Context: an optimization exercise on an open-source flow, tuned for a short achievable clock period and few clock cycles. The choices shown serve that exercise and are no tape-out recipe.
No functional check of the RTL was part of this run.
No activity file was given, so power comes from the tool's default toggle rates.

<file path="design/flow/run.sh">
#!/bin/bash
# synth_recipe.tcl (not shown) runs the flow's synth.tcl, then flattens the netlist and writes it again
# the make line also repeats each setting of config.mk as NAME=value (left out here)
make -C /OpenROAD-flow-scripts/flow DESIGN_CONFIG=/design/flow/config.mk WORK_HOME=/design/flow/orfs CLKGATE_MAP_FILE= SYNTH_SCRIPT=/design/flow/synth_recipe.tcl finish
</file>
<file path="design/flow/design.v">
module tlv_engine (
    input             clk,
    input             rst,
    input             req_valid,
    output            req_ready,
    input             req_write,
    input      [1:0]  req_space,    
    input      [15:0] req_addr,
    input      [63:0] req_wdata,
    output reg        rsp_valid,
    output reg [63:0] rsp_rdata
);
    localparam BUF_CAP = 32;
    localparam IW      = 6;
    localparam K_NONE = 4'd0, K_BOOL = 4'd1, K_INT = 4'd2,
               K_F32  = 4'd3, K_F64  = 4'd4, K_QUAL = 4'd5;
    localparam E_OK        = 8'h00, E_TYPE     = 8'h10, E_UNEG      = 8'h20,
               E_UBIG      = 8'h21, E_ACC      = 8'h23, E_RLEN      = 8'h24,
               E_RTS       = 8'h25, E_ACCW     = 8'h26, E_TAG       = 8'h30,
               E_TRUNC     = 8'h31, E_MALF     = 8'h32, E_INCOMPL   = 8'h33,
               E_EXTRA     = 8'h34, E_DISC     = 8'h35, E_BADLEN    = 8'h36,
               E_ILLEGAL   = 8'h50, E_CAP      = 8'h51;
    localparam OP_LENENC = 8'h01, OP_LENDEC = 8'h02, OP_TLVENC = 8'h03,
               OP_TLVDEC = 8'h04, OP_WRAP   = 8'h05,
               OP_BOOLENC = 8'h10, OP_BOOLDEC = 8'h11, OP_SINTENC = 8'h12,
               OP_SINTDEC = 8'h13, OP_UINTENC = 8'h14, OP_UINTDEC = 8'h15,
               OP_FLTENC  = 8'h16, OP_FLTDEC  = 8'h17,
               OP_QUALENC = 8'h20, OP_QUALDEC = 8'h21, OP_TSENC = 8'h22,
               OP_TSDEC   = 8'h23,
               OP_CLROUT  = 8'h30, OP_CLRST  = 8'h31, OP_MOVOI = 8'h32;
    localparam [7:0] SINGLE_DISC = 8'h08, DOUBLE_DISC = 8'h11;
    integer i, j;
    reg [3:0]    opa_kind, opb_kind;
    reg [63:0]   opa_val,  opb_val;
    reg [IW-1:0] in_len, out_len;
    reg [7:0]    inbuf  [0:BUF_CAP-1];
    reg [7:0]    outbuf [0:BUF_CAP-1];
    reg [7:0]    st_code, st_lastop;
    reg          st_sticky;
    reg          busy;
    reg [31:0]   cmd_r;
    assign req_ready = !busy;
    wire acc_rd  = req_valid && !busy && !req_write;
    wire acc_wr  = req_valid && !busy &&  req_write;
    wire reg_wr  = acc_wr && (req_space == 2'd0);
    wire a_hi0   = (req_addr[15:4] == 12'd0);
    wire cmd_in  = reg_wr && a_hi0 && (req_addr[3:0] == 4'd0);
    wire [31:0] cw   = busy ? cmd_r : req_wdata[31:0];
    wire [7:0]  c_op  = cw[7:0];
    wire [7:0]  c_tag = cw[15:8];
    wire [7:0]  c_mod = cw[23:16];
    wire [7:0]  c_rsv = cw[31:24];
    wire        c_raw  = c_mod[0];
    wire        c_prec = c_mod[1];
    wire tm0   = (c_tag == 8'd0);
    wire mod0  = (c_mod == 8'd0);
    wire rsv0  = (c_rsv == 8'd0);
    wire vlegal = (c_mod[7:1] == 7'd0) && (!c_mod[0] || tm0);
    wire flegal = (c_mod[7:2] == 6'd0) && (!c_mod[0] || tm0);
    wire o_lenenc  = rsv0 && (c_op == OP_LENENC)  && tm0 && mod0;
    wire o_lendec  = rsv0 && (c_op == OP_LENDEC)  && tm0 && mod0;
    wire o_tlvenc  = rsv0 && (c_op == OP_TLVENC)  && mod0;
    wire o_tlvdec  = rsv0 && (c_op == OP_TLVDEC)  && mod0;
    wire o_wrap    = rsv0 && (c_op == OP_WRAP)    && mod0;
    wire o_boolenc = rsv0 && (c_op == OP_BOOLENC) && vlegal;
    wire o_booldec = rsv0 && (c_op == OP_BOOLDEC) && vlegal;
    wire o_sintenc = rsv0 && (c_op == OP_SINTENC) && vlegal;
    wire o_sintdec = rsv0 && (c_op == OP_SINTDEC) && vlegal;
    wire o_uintenc = rsv0 && (c_op == OP_UINTENC) && vlegal;
    wire o_uintdec = rsv0 && (c_op == OP_UINTDEC) && vlegal;
    wire o_fltenc  = rsv0 && (c_op == OP_FLTENC)  && flegal;
    wire o_fltdec  = rsv0 && (c_op == OP_FLTDEC)  && flegal;
    wire o_qualenc = rsv0 && (c_op == OP_QUALENC) && vlegal;
    wire o_qualdec = rsv0 && (c_op == OP_QUALDEC) && vlegal;
    wire o_tsenc   = rsv0 && (c_op == OP_TSENC)   && vlegal;
    wire o_tsdec   = rsv0 && (c_op == OP_TSDEC)   && vlegal;
    wire o_clrout  = rsv0 && (c_op == OP_CLROUT)  && tm0 && mod0;
    wire o_clrst   = rsv0 && (c_op == OP_CLRST)   && tm0 && mod0;
    wire o_movoi   = rsv0 && (c_op == OP_MOVOI)   && tm0 && mod0;
    wire o_venc = o_boolenc | o_sintenc | o_uintenc | o_fltenc | o_qualenc | o_tsenc;
    wire o_vdec = o_booldec | o_sintdec | o_uintdec | o_fltdec | o_qualdec | o_tsdec;
    wire legal  = o_lenenc | o_lendec | o_tlvenc | o_tlvdec | o_wrap | o_venc | o_vdec |
                  o_clrout | o_clrst | o_movoi;
    wire signed [63:0] opa_s = opa_val;
    wire [7:0] q_acc    = opb_val[15:8];
    wire       q_acc_ok = (q_acc <= 8'd24) || (q_acc == 8'd31);
    wire [7:0] q_byte   = {opb_val[0], opb_val[1], opb_val[2], q_acc[4:0]};
    wire       a_int    = (opa_kind == K_INT);
    wire       b_qual   = (opb_kind == K_QUAL);
    wire [7:0]  be_err = (opa_kind == K_NONE || opa_kind == K_BOOL) ? E_OK : E_TYPE;
    wire [3:0]  be_n   = (opa_kind == K_BOOL) ? 4'd1 : 4'd0;
    wire [71:0] be_v   = {((opa_val != 64'd0) ? 8'h0F : 8'h00), 64'd0};
    wire s_fit1 = (opa_val[63:7]  == {57{opa_val[63]}});
    wire s_fit2 = (opa_val[63:15] == {49{opa_val[63]}});
    wire s_fit4 = (opa_val[63:31] == {33{opa_val[63]}});
    wire [7:0]  se_err = a_int ? E_OK : E_TYPE;
    wire [3:0]  se_n   = s_fit1 ? 4'd1 : s_fit2 ? 4'd2 : s_fit4 ? 4'd4 : 4'd8;
    wire [71:0] se_v   = s_fit1 ? {opa_val[7:0], 64'd0} :
                         s_fit2 ? {opa_val[15:0], 56'd0} :
                         s_fit4 ? {opa_val[31:0], 40'd0} : {opa_val, 8'd0};
    wire u_fit1 = (opa_val[31:8]  == 24'd0);
    wire u_fit2 = (opa_val[31:16] == 16'd0);
    wire [7:0]  ue_err = !a_int ? E_TYPE : opa_val[63] ? E_UNEG :
                         (opa_val[62:32] != 31'd0) ? E_UBIG : E_OK;
    wire [3:0]  ue_n   = u_fit1 ? 4'd1 : u_fit2 ? 4'd2 : 4'd4;
    wire [71:0] ue_v   = u_fit1 ? {opa_val[7:0], 64'd0} :
                         u_fit2 ? {opa_val[15:0], 56'd0} : {opa_val[31:0], 40'd0};
    wire [7:0]  fe_err = c_prec ? ((opa_kind == K_F64) ? E_OK : E_TYPE)
                                : ((opa_kind == K_F32) ? E_OK : E_TYPE);
    wire [3:0]  fe_n   = c_prec ? 4'd9 : 4'd5;
    wire [71:0] fe_v   = c_prec ? {DOUBLE_DISC, opa_val} : {SINGLE_DISC, opa_val[31:0], 32'd0};
    wire [7:0]  qe_err = !b_qual ? E_TYPE : !q_acc_ok ? E_ACC : E_OK;
    wire [71:0] qe_v   = {q_byte, 64'd0};
    reg  [31:0] ts_sec_r;
    reg  [23:0] ts_frac_r;
    reg         ts_bad_r;
    reg         ts_ok;        
    wire [7:0]  te_err = (opa_kind != K_F64) ? E_TYPE : !b_qual ? E_TYPE :
                         ts_bad_r ? E_RTS : !q_acc_ok ? E_ACC : E_OK;
    wire [71:0] te_v   = {ts_sec_r, ts_frac_r, q_byte, 8'd0};
    wire l_fit0 = (opa_val[31:7] == 25'd0);
    wire [7:0]  le_err = !a_int ? E_TYPE : (opa_val[63:32] != 32'd0) ? E_RLEN : E_OK;
    wire [3:0]  le_n   = l_fit0 ? 4'd1 : u_fit1 ? 4'd2 : u_fit2 ? 4'd3 : 4'd5;
    wire [71:0] le_v   = l_fit0 ? {opa_val[7:0], 64'd0} :
                         u_fit1 ? {8'h81, opa_val[7:0], 56'd0} :
                         u_fit2 ? {8'h82, opa_val[15:0], 48'd0} :
                                  {8'h84, opa_val[31:0], 32'd0};
    reg [7:0]  ve_err;
    reg [3:0]  ve_n;
    reg [71:0] ve_v;
    always @* begin
        ve_err = E_OK; ve_n = 4'd0; ve_v = 72'd0;
        if (o_boolenc) begin ve_err = be_err; ve_n = be_n; ve_v = be_v; end
        if (o_sintenc) begin ve_err = se_err; ve_n = se_n; ve_v = se_v; end
        if (o_uintenc) begin ve_err = ue_err; ve_n = ue_n; ve_v = ue_v; end
        if (o_fltenc)  begin ve_err = fe_err; ve_n = fe_n; ve_v = fe_v; end
        if (o_qualenc) begin ve_err = qe_err; ve_n = 4'd1; ve_v = qe_v; end
        if (o_tsenc)   begin ve_err = te_err; ve_n = 4'd8; ve_v = te_v; end
        if (o_lenenc)  begin ve_err = le_err; ve_n = le_n; ve_v = le_v; end
    end
    wire ve_framed = !o_lenenc && !c_raw;
    wire [6:0] ve_end = {1'b0, out_len} + {3'd0, ve_n} + (ve_framed ? 7'd2 : 7'd0);
    wire ve_cap = (ve_end > BUF_CAP);
    reg [7:0] av [0:BUF_CAP-1];
    always @* begin
        for (i = 0; i < BUF_CAP; i = i + 1) av[i] = 8'd0;
        if (o_tlvenc) begin
            av[0] = c_tag;
            av[1] = {2'd0, in_len};
            for (i = 2; i < BUF_CAP; i = i + 1) av[i] = inbuf[i-2];
        end else if (ve_framed) begin
            av[0] = c_tag;
            av[1] = {4'd0, ve_n};
            for (i = 0; i < 9; i = i + 1) av[i+2] = ve_v[71-8*i -: 8];
        end else begin
            for (i = 0; i < 9; i = i + 1) av[i] = ve_v[71-8*i -: 8];
        end
    end
    wire tlvenc_cap = ({1'b0, out_len} + {1'b0, in_len} + 7'd2 > BUF_CAP);
    wire wrap_cap   = ({1'b0, out_len} + 7'd2 > BUF_CAP);
    wire [7:0] in0 = inbuf[0];
    wire [7:0] in1 = inbuf[1];
    reg [7:0]    h_err;       
    reg [2:0]    h_qs;        
    reg [31:0]   h_l;
    reg [IW-1:0] h_vlen;
    always @* begin
        h_err  = E_OK;
        h_qs   = 3'd2;
        h_l    = {24'd0, in1};
        if (in_len < 2) begin
            h_err = E_TRUNC;
        end else if (in1[7]) begin
            if (!(in1[6:0] == 7'd1 || in1[6:0] == 7'd2 || in1[6:0] == 7'd4))
                h_err = E_MALF;
            else if ({1'b0, in_len} < 7'd2 + {4'd0, in1[2:0]})
                h_err = E_TRUNC;
            h_qs = 3'd2 + in1[2:0];
            case (in1[2:0])
                3'd1:    h_l = {24'd0, inbuf[2]};
                3'd2:    h_l = {16'd0, inbuf[2], inbuf[3]};
                default: h_l = {inbuf[2], inbuf[3], inbuf[4], inbuf[5]};
            endcase
        end
        h_vlen = in_len - {3'd0, h_qs};
        if (h_err == E_OK) begin
            if ({26'd0, h_vlen} < h_l)      h_err = E_INCOMPL;
            else if ({26'd0, h_vlen} > h_l) h_err = E_EXTRA;
        end
    end
    wire h_empty  = (in_len == 0);
    wire h_tagbad = (in0 != c_tag);
    wire [7:0] uf_err = h_empty ? E_TRUNC : h_tagbad ? E_TAG : h_err;
    wire [IW-1:0] d_vlen = c_raw ? in_len : h_vlen;
    function [71:0] win;
        input [2:0] qs;
        integer k;
        begin
            for (k = 0; k < 9; k = k + 1)
                win[71-8*k -: 8] = inbuf[qs + k];
        end
    endfunction
    wire [71:0] w_q0 = win(3'd0);
    wire [71:0] w_q2 = win(3'd2);
    wire [71:0] w_q3 = win(3'd3);
    wire [71:0] w_q4 = win(3'd4);
    wire [71:0] w_q6 = win(3'd6);
    wire [71:0] w_hq = (h_qs == 3'd2) ? w_q2 : (h_qs == 3'd3) ? w_q3 :
                       (h_qs == 3'd4) ? w_q4 : w_q6;
    wire [71:0] vw = c_raw ? w_q0 : w_hq;      
    wire [7:0]  v0 = vw[71:64];
    wire [7:0]  qb1      = v0;
    wire [7:0]  qb8      = vw[15:8];
    wire        qb1_ok   = !(qb1[4:0] >= 5'd25 && qb1[4:0] <= 5'd30);
    wire        qb8_ok   = !(qb8[4:0] >= 5'd25 && qb8[4:0] <= 5'd30);
    wire [63:0] qual1    = {51'd0, qb1[4:0], 5'd0, qb1[5], qb1[6], qb1[7]};
    wire [63:0] qual8    = {51'd0, qb8[4:0], 5'd0, qb8[5], qb8[6], qb8[7]};
    function [63:0] tdec;
        input [55:0] n;
        reg [5:0]  k;
        reg [55:0] nrm;
        reg        up;
        reg [53:0] m;
        reg [10:0] e;
        integer t;
        begin
            k = 6'd0;
            for (t = 0; t < 56; t = t + 1)
                if (n[t]) k = t[5:0];
            nrm = n << (6'd55 - k);
            up  = nrm[2] & (nrm[3] | nrm[1] | nrm[0]);
            m   = {1'b0, nrm[55:3]} + {53'd0, up};
            e   = 11'd999 + {5'd0, k} + {10'd0, m[53]};
            tdec = (n == 56'd0) ? 64'd0 : {1'b0, e, m[53] ? m[52:1] : m[51:0]};
        end
    endfunction
    reg [63:0] td_r0, td_r2, td_r3, td_r4, td_r6;
    reg        td_ok;        
    wire [63:0] td_hq = (h_qs == 3'd2) ? td_r2 : (h_qs == 3'd3) ? td_r3 :
                        (h_qs == 3'd4) ? td_r4 : td_r6;
    wire [63:0] td_v  = c_raw ? td_r0 : td_hq;
    reg [7:0]  vd_err;
    reg [3:0]  vd_kind;
    reg [63:0] vd_val;
    always @* begin
        vd_err  = E_OK;
        vd_kind = K_NONE;
        vd_val  = 64'd0;
        if (o_booldec) begin
            if (d_vlen == 0) begin
                vd_kind = K_NONE;
            end else if (d_vlen != 1) begin
                vd_err = E_BADLEN;
            end else begin
                vd_kind = K_BOOL;
                vd_val  = (v0 != 8'd0) ? 64'd1 : 64'd0;
            end
        end
        if (o_sintdec) begin
            vd_kind = K_INT;
            case (d_vlen)
                1: vd_val = {{56{vw[71]}}, vw[71:64]};
                2: vd_val = {{48{vw[71]}}, vw[71:56]};
                4: vd_val = {{32{vw[71]}}, vw[71:40]};
                8: vd_val = vw[71:8];
                default: vd_err = E_BADLEN;
            endcase
        end
        if (o_uintdec) begin
            vd_kind = K_INT;
            case (d_vlen)
                1: vd_val = {56'd0, vw[71:64]};
                2: vd_val = {48'd0, vw[71:56]};
                4: vd_val = {32'd0, vw[71:40]};
                default: vd_err = E_BADLEN;
            endcase
        end
        if (o_fltdec) begin
            if (d_vlen == 0) begin
                vd_err = E_BADLEN;
            end else if (v0 != (c_prec ? DOUBLE_DISC : SINGLE_DISC)) begin
                vd_err = E_DISC;
            end else if (d_vlen != (c_prec ? 9 : 5)) begin
                vd_err = E_BADLEN;
            end else if (c_prec) begin
                vd_kind = K_F64;
                vd_val  = vw[63:0];
            end else begin
                vd_kind = K_F32;
                vd_val  = {32'd0, vw[63:32]};
            end
        end
        if (o_qualdec) begin
            if (d_vlen != 1)  vd_err = E_BADLEN;
            else if (!qb1_ok) vd_err = E_ACCW;
        end
        if (o_tsdec) begin
            vd_kind = K_F64;
            vd_val  = td_v;
            if (d_vlen != 8)  vd_err = E_BADLEN;
            else if (!qb8_ok) vd_err = E_ACCW;
        end
    end
    wire [7:0] vdec_err = (!c_raw && uf_err != E_OK) ? uf_err : vd_err;
    reg [7:0]  ld_err;
    reg [31:0] ld_l;
    always @* begin
        ld_err = E_OK;
        ld_l   = {24'd0, in0};
        if (in_len == 0) begin
            ld_err = E_TRUNC;
        end else if (in0[7]) begin
            case (in0[2:0])
                3'd1:    ld_l = {24'd0, inbuf[1]};
                3'd2:    ld_l = {16'd0, inbuf[1], inbuf[2]};
                default: ld_l = {inbuf[1], inbuf[2], inbuf[3], inbuf[4]};
            endcase
            if (!(in0[6:0] == 7'd1 || in0[6:0] == 7'd2 || in0[6:0] == 7'd4))
                ld_err = E_MALF;
            else if ({1'b0, in_len} < 7'd1 + {4'd0, in0[2:0]})
                ld_err = E_TRUNC;
            else if ({1'b0, in_len} > 7'd1 + {4'd0, in0[2:0]})
                ld_err = E_EXTRA;
        end else if (in_len > 1) begin
            ld_err = E_EXTRA;
        end
    end
    reg [7:0] c_code;
    always @* begin
        c_code = E_OK;
        if (!legal)
            c_code = E_ILLEGAL;
        else if (o_lenenc | o_venc)
            c_code = (ve_err != E_OK) ? ve_err : ve_cap ? E_CAP : E_OK;
        else if (o_tlvenc)
            c_code = tlvenc_cap ? E_CAP : E_OK;
        else if (o_wrap)
            c_code = wrap_cap ? E_CAP : E_OK;
        else if (o_tlvdec)
            c_code = uf_err;
        else if (o_vdec)
            c_code = vdec_err;
        else if (o_lendec)
            c_code = ld_err;
    end
    wire c_ok = (c_code == E_OK);
    wire c_defer = !busy && ((c_op == OP_TSENC && !ts_ok) || (c_op == OP_TSDEC && !td_ok));
    wire c_go    = busy || (cmd_in && !c_defer);
    reg [63:0] host_rd;
    always @* begin
        host_rd = 64'd0;
        case (req_space)
            2'd0: case (req_addr)
                16'd1: host_rd = {32'd0, st_sticky, 15'd0, st_lastop, st_code};
                16'd2: host_rd = {60'd0, opa_kind};
                16'd3: host_rd = opa_val;
                16'd4: host_rd = {60'd0, opb_kind};
                16'd5: host_rd = opb_val;
                16'd6: host_rd = {{(64-IW){1'b0}}, in_len};
                16'd7: host_rd = {{(64-IW){1'b0}}, out_len};
                16'd8: host_rd = BUF_CAP;
                default: host_rd = 64'd0;
            endcase
            2'd1: if (req_addr < BUF_CAP) host_rd = {56'd0, inbuf[req_addr[4:0]]};
            2'd2: if (req_addr < BUF_CAP) host_rd = {56'd0, outbuf[req_addr[4:0]]};
            default: host_rd = 64'd0;
        endcase
    end
    always @(posedge clk) begin
        if (rst) begin
            rsp_valid <= 1'b0;
        end else begin
            rsp_valid <= acc_rd;
        end
        rsp_rdata <= host_rd;
    end
    reg  [56:0]  ts_x;
    reg          ts_sticky;
    reg  [116:0] ts_sh;
    reg  [10:0]  ts_rs;
    reg  [24:0]  ts_r;
    reg  [32:0]  ts_sec_c;
    wire         ts_sign = opa_val[63];
    wire [10:0]  ts_exp  = opa_val[62:52];
    wire [51:0]  ts_frac = opa_val[51:0];
    wire         ts_bad  = (ts_exp == 11'h7FF) ||
                           (ts_sign && (ts_exp != 11'd0 || ts_frac != 52'd0)) ||
                           (ts_exp >= 11'd1055);
    always @* begin
        ts_x      = 57'd0;
        ts_sticky = 1'b0;
        ts_sh     = 117'd0;
        ts_rs     = 11'd0;
        if (ts_exp == 11'd0) begin
            ts_x      = 57'd0;
            ts_sticky = (ts_frac != 52'd0);
        end else if (ts_exp >= 11'd1050) begin
            ts_x = {4'd0, 1'b1, ts_frac} << (ts_exp - 11'd1050);
        end else begin
            ts_rs = 11'd1050 - ts_exp;
            if (ts_rs > 11'd63) begin
                ts_x      = 57'd0;
                ts_sticky = 1'b1;
            end else begin
                ts_sh     = {1'b1, ts_frac, 64'd0} >> ts_rs;
                ts_x      = {4'd0, ts_sh[116:64]};
                ts_sticky = (ts_sh[63:0] != 64'd0);
            end
        end
        ts_r     = {1'b0, ts_x[24:1]} +
                   {24'd0, ts_x[0] & (ts_sticky | ts_x[1])};
        ts_sec_c = {1'b0, ts_x[56:25]} + {32'd0, ts_r[24]};
    end
    wire in_we_host = acc_wr && (req_space == 2'd1) && (req_addr < BUF_CAP);
    wire do_movoi   = c_go && o_movoi;
    wire do_app     = c_go && (o_tlvenc || o_lenenc || o_venc);    
    wire do_wrap    = c_go && o_wrap && !wrap_cap;
    wire do_tlvdec  = c_go && o_tlvdec && (uf_err == E_OK);
    wire opa_we_host = reg_wr && a_hi0 && (req_addr[3:0] == 4'd3);
    always @(posedge clk) begin
        ts_sec_r  <= ts_sec_c[31:0];
        ts_frac_r <= ts_r[24] ? 24'd0 : ts_r[23:0];
        ts_bad_r  <= ts_bad || ts_sec_c[32];
        td_r0 <= tdec(w_q0[71:16]);
        td_r2 <= tdec(w_q2[71:16]);
        td_r3 <= tdec(w_q3[71:16]);
        td_r4 <= tdec(w_q4[71:16]);
        td_r6 <= tdec(w_q6[71:16]);
        for (i = 0; i < BUF_CAP; i = i + 1) begin
            if (in_we_host && req_addr[4:0] == i)
                inbuf[i] <= req_wdata[7:0];
            else if (do_movoi && i < out_len)
                inbuf[i] <= outbuf[i];
            if (do_app && i >= out_len)
                outbuf[i] <= av[i - out_len];
            else if (do_wrap)
                outbuf[i] <= (i == 0) ? c_tag : (i == 1) ? {2'd0, out_len} : outbuf[(i + 30) % 32];
            else if (do_tlvdec)
                outbuf[i] <= (h_qs == 3'd2) ? inbuf[(i + 2) % 32] :
                             (h_qs == 3'd3) ? inbuf[(i + 3) % 32] :
                             (h_qs == 3'd4) ? inbuf[(i + 4) % 32] : inbuf[(i + 6) % 32];
        end
        if (rst) begin
            busy      <= 1'b0;
            cmd_r     <= 32'd0;
            opa_kind  <= K_NONE;
            opa_val   <= 64'd0;
            opb_kind  <= K_NONE;
            opb_val   <= 64'd0;
            in_len    <= 0;
            out_len   <= 0;
            st_code   <= E_OK;
            st_lastop <= 8'd0;
            st_sticky <= 1'b0;
            ts_ok     <= 1'b0;
            td_ok     <= 1'b0;
        end else begin
            ts_ok <= 1'b1;
            td_ok <= !(in_we_host || do_movoi);
            busy  <= cmd_in && c_defer;
            if (cmd_in) begin
                cmd_r     <= req_wdata[31:0];
                st_lastop <= req_wdata[7:0];
            end
            if (reg_wr && a_hi0) begin
                case (req_addr[3:0])
                    4'd2: opa_kind <= req_wdata[3:0];
                    4'd3: opa_val  <= req_wdata;
                    4'd4: opb_kind <= req_wdata[3:0];
                    4'd5: opb_val  <= req_wdata;
                    4'd6: if (req_wdata[31:0] <= BUF_CAP) in_len <= req_wdata[IW-1:0];
                    default: ;
                endcase
            end
            if (opa_we_host) ts_ok <= 1'b0;
            if (c_go) begin
                st_code <= c_code;
                if (!c_ok) begin
                    st_sticky <= 1'b1;
                end else begin
                    if (o_clrst) st_sticky <= 1'b0;
                    if (o_clrout) out_len <= 0;
                    if (o_movoi) begin
                        in_len  <= out_len;
                        out_len <= 0;
                    end
                    if (o_lenenc || o_venc || o_tlvenc || o_wrap)
                        out_len <= ve_end[IW-1:0];
                    if (o_tlvenc) out_len <= out_len + in_len + 6'd2;
                    if (o_wrap)   out_len <= out_len + 6'd2;
                    if (o_tlvdec) begin
                        out_len  <= h_vlen;
                        opa_kind <= K_INT;
                        opa_val  <= {58'd0, h_vlen};
                        ts_ok    <= 1'b0;
                    end
                    if (o_lendec) begin
                        opa_kind <= K_INT;
                        opa_val  <= {32'd0, ld_l};
                        ts_ok    <= 1'b0;
                    end
                    if (o_vdec && !o_qualdec) begin
                        opa_kind <= vd_kind;
                        opa_val  <= vd_val;
                        ts_ok    <= 1'b0;
                    end
                    if (o_qualdec) begin
                        opb_kind <= K_QUAL;
                        opb_val  <= qual1;
                    end
                    if (o_tsdec) begin
                        opb_kind <= K_QUAL;
                        opb_val  <= qual8;
                    end
                end
            end
        end
    end
endmodule
</file>
<file path="design/flow/constraint.sdc">
create_clock -name core_clock -period 12.0 [get_ports {clk}]
set_input_delay 2.4000 -clock core_clock [delete_from_list [all_inputs] [get_ports {clk}]]
set_output_delay 2.4000 -clock core_clock [all_outputs]
set_load 0.01 [all_outputs]
</file>
<file path="design/flow/config.mk">
export PLATFORM = sky130hd
export DESIGN_NAME = tlv_engine
export DESIGN_NICKNAME = tlv_engine
export VERILOG_FILES = /design/flow/design.v
export SDC_FILE = /design/flow/constraint.sdc
export NUM_CORES = 4
export LEC_CHECK = 0
export CAP_MARGIN = 20
export CORE_MARGIN = 2
export CORE_UTILIZATION = 40
export SLEW_MARGIN = 20
</file>
==> reports/metrics.yaml <==
status: "stopped before the end"
lastStage: "5_1_grt"
first-error: "[ERROR GRT-0116] Global routing finished with congestion. Check the congestion regions in the DRC Viewer."
h-tree-depth: 4
grt_usage_pct: 94.5
start_util_pct: 40.2
muxShareOfSynthArea_pct: 8.53
netlist_instances: 22900
overflow: 11200
ys_warn_count: 4
yosys.area_share.simple_pct: 22.7
ys.flop_type: "dfxtp_1"
synth.area.top_cells: "edfxtp_1 (9.7%), o22ai_1 (9.5%), dfxtp_1 (8.0%)"
portBuffers: 151
dp_hpwl_mm: 1250
synth_compound_area_share_pct: 40.8
die_x_um: 632
dpl_worst_slack_ns: 1.34
grt_pass1_wl_mm: 2670
synth_fa_ha_area_share_pct: 0.733
yosysTopAreaCellShare_pct: 9.74
die_y_um: 632
cts-resized-gates: 0
grt_pass1_vias: 268000
synthArstFlopShare_pct: 0
yosysUniqueCellTypes: 124
postCtsSetupBuffers: 0
cts_buffer_depth: 4
cts_buffers: 142
synthXorXnorAreaFrac_pct: 1.78
synth.largest_area_cell: "edfxtp_1"
synth_area_per_cell_sq_um: 6.89
pin_count: 152
synth_edf_count: 512
rows: 230
synth_top_family_by_area: "compound AO/OA/AOI/OAI gates"
synth_area_sq_mm: 0.158
placed_area_sq_mm: 0.170
ys_ff_latch: 1139
routabilityCongestion: 1.37
grt_max_degree: 162
holdBufCountCts: 0
numClockSinks: 1139
clock-root-buffer: "clkbuf_16"
ys_seq_area_share_pct: 17.7
dp.cells: 26900
postSynthNetCount: 23100
==> kinds of logic after synthesis <==
kind of cell,count (synthesis)
AOI/OAI and AO/OA,9266
xor gates and xnor gates,320
adders and majority gates,90
buffers and inverters,3168
DFF,1139
muxes,1134
and+or+nand+nor,7785
==> layer usage <==
layer / overflow / GRT usage, %
met5: 255 / 79.9
met4: 2484 / 92.5
met3: 1975 / 90.3
met2: 4419 / 101
met1: 2053 / 93.7
==> cell usage after synthesis (192+ instances only) <==
| cell type | number |
|---|---|
| dfxtp_1 | 627 |
| nand4_1 | 319 |
| mux2i_1 | 641 |
| and3_1 | 199 |
| a22oi_1 | 340 |
| a21oi_1 | 1194 |
| nor3_1 | 650 |
| a222oi_1 | 269 |
| edfxtp_1 | 512 |
| o211ai_1 | 835 |
| o21ai_0 | 1113 |
| nand2_1 | 2723 |
| xnor2_1 | 192 |
| o221ai_1 | 361 |
| mux2_2 | 360 |
| nor4_1 | 399 |
| buf_1 | 330 |
| o22ai_1 | 2401 |
| a221oi_1 | 611 |
| nor2_1 | 1884 |
| nand3_1 | 976 |
| a211oi_1 | 507 |
| clkbuf_1 | 2431 |
==> power by group through the flow <==
stage          logic [mW]  clock network (mW)  registers (mW)
4_1_cts             0.501                4.50            4.02
3_5_place_dp        0.499                   0            4.10
3_3_place_gp        0.500                   0            4.10
2_1_floorplan       0.183                   0            4.10
==> worst min path at each step <==
stage | start | endpoint | cells past startpoint
floorplan | opb_val[31] | opb_val[31] | 2
global placement | cmd_r[19] | cmd_r[19] | 2
CTS | cmd_r[21] | cmd_r[21] | 2
detailed placement | cmd_r[21] | cmd_r[21] | 2
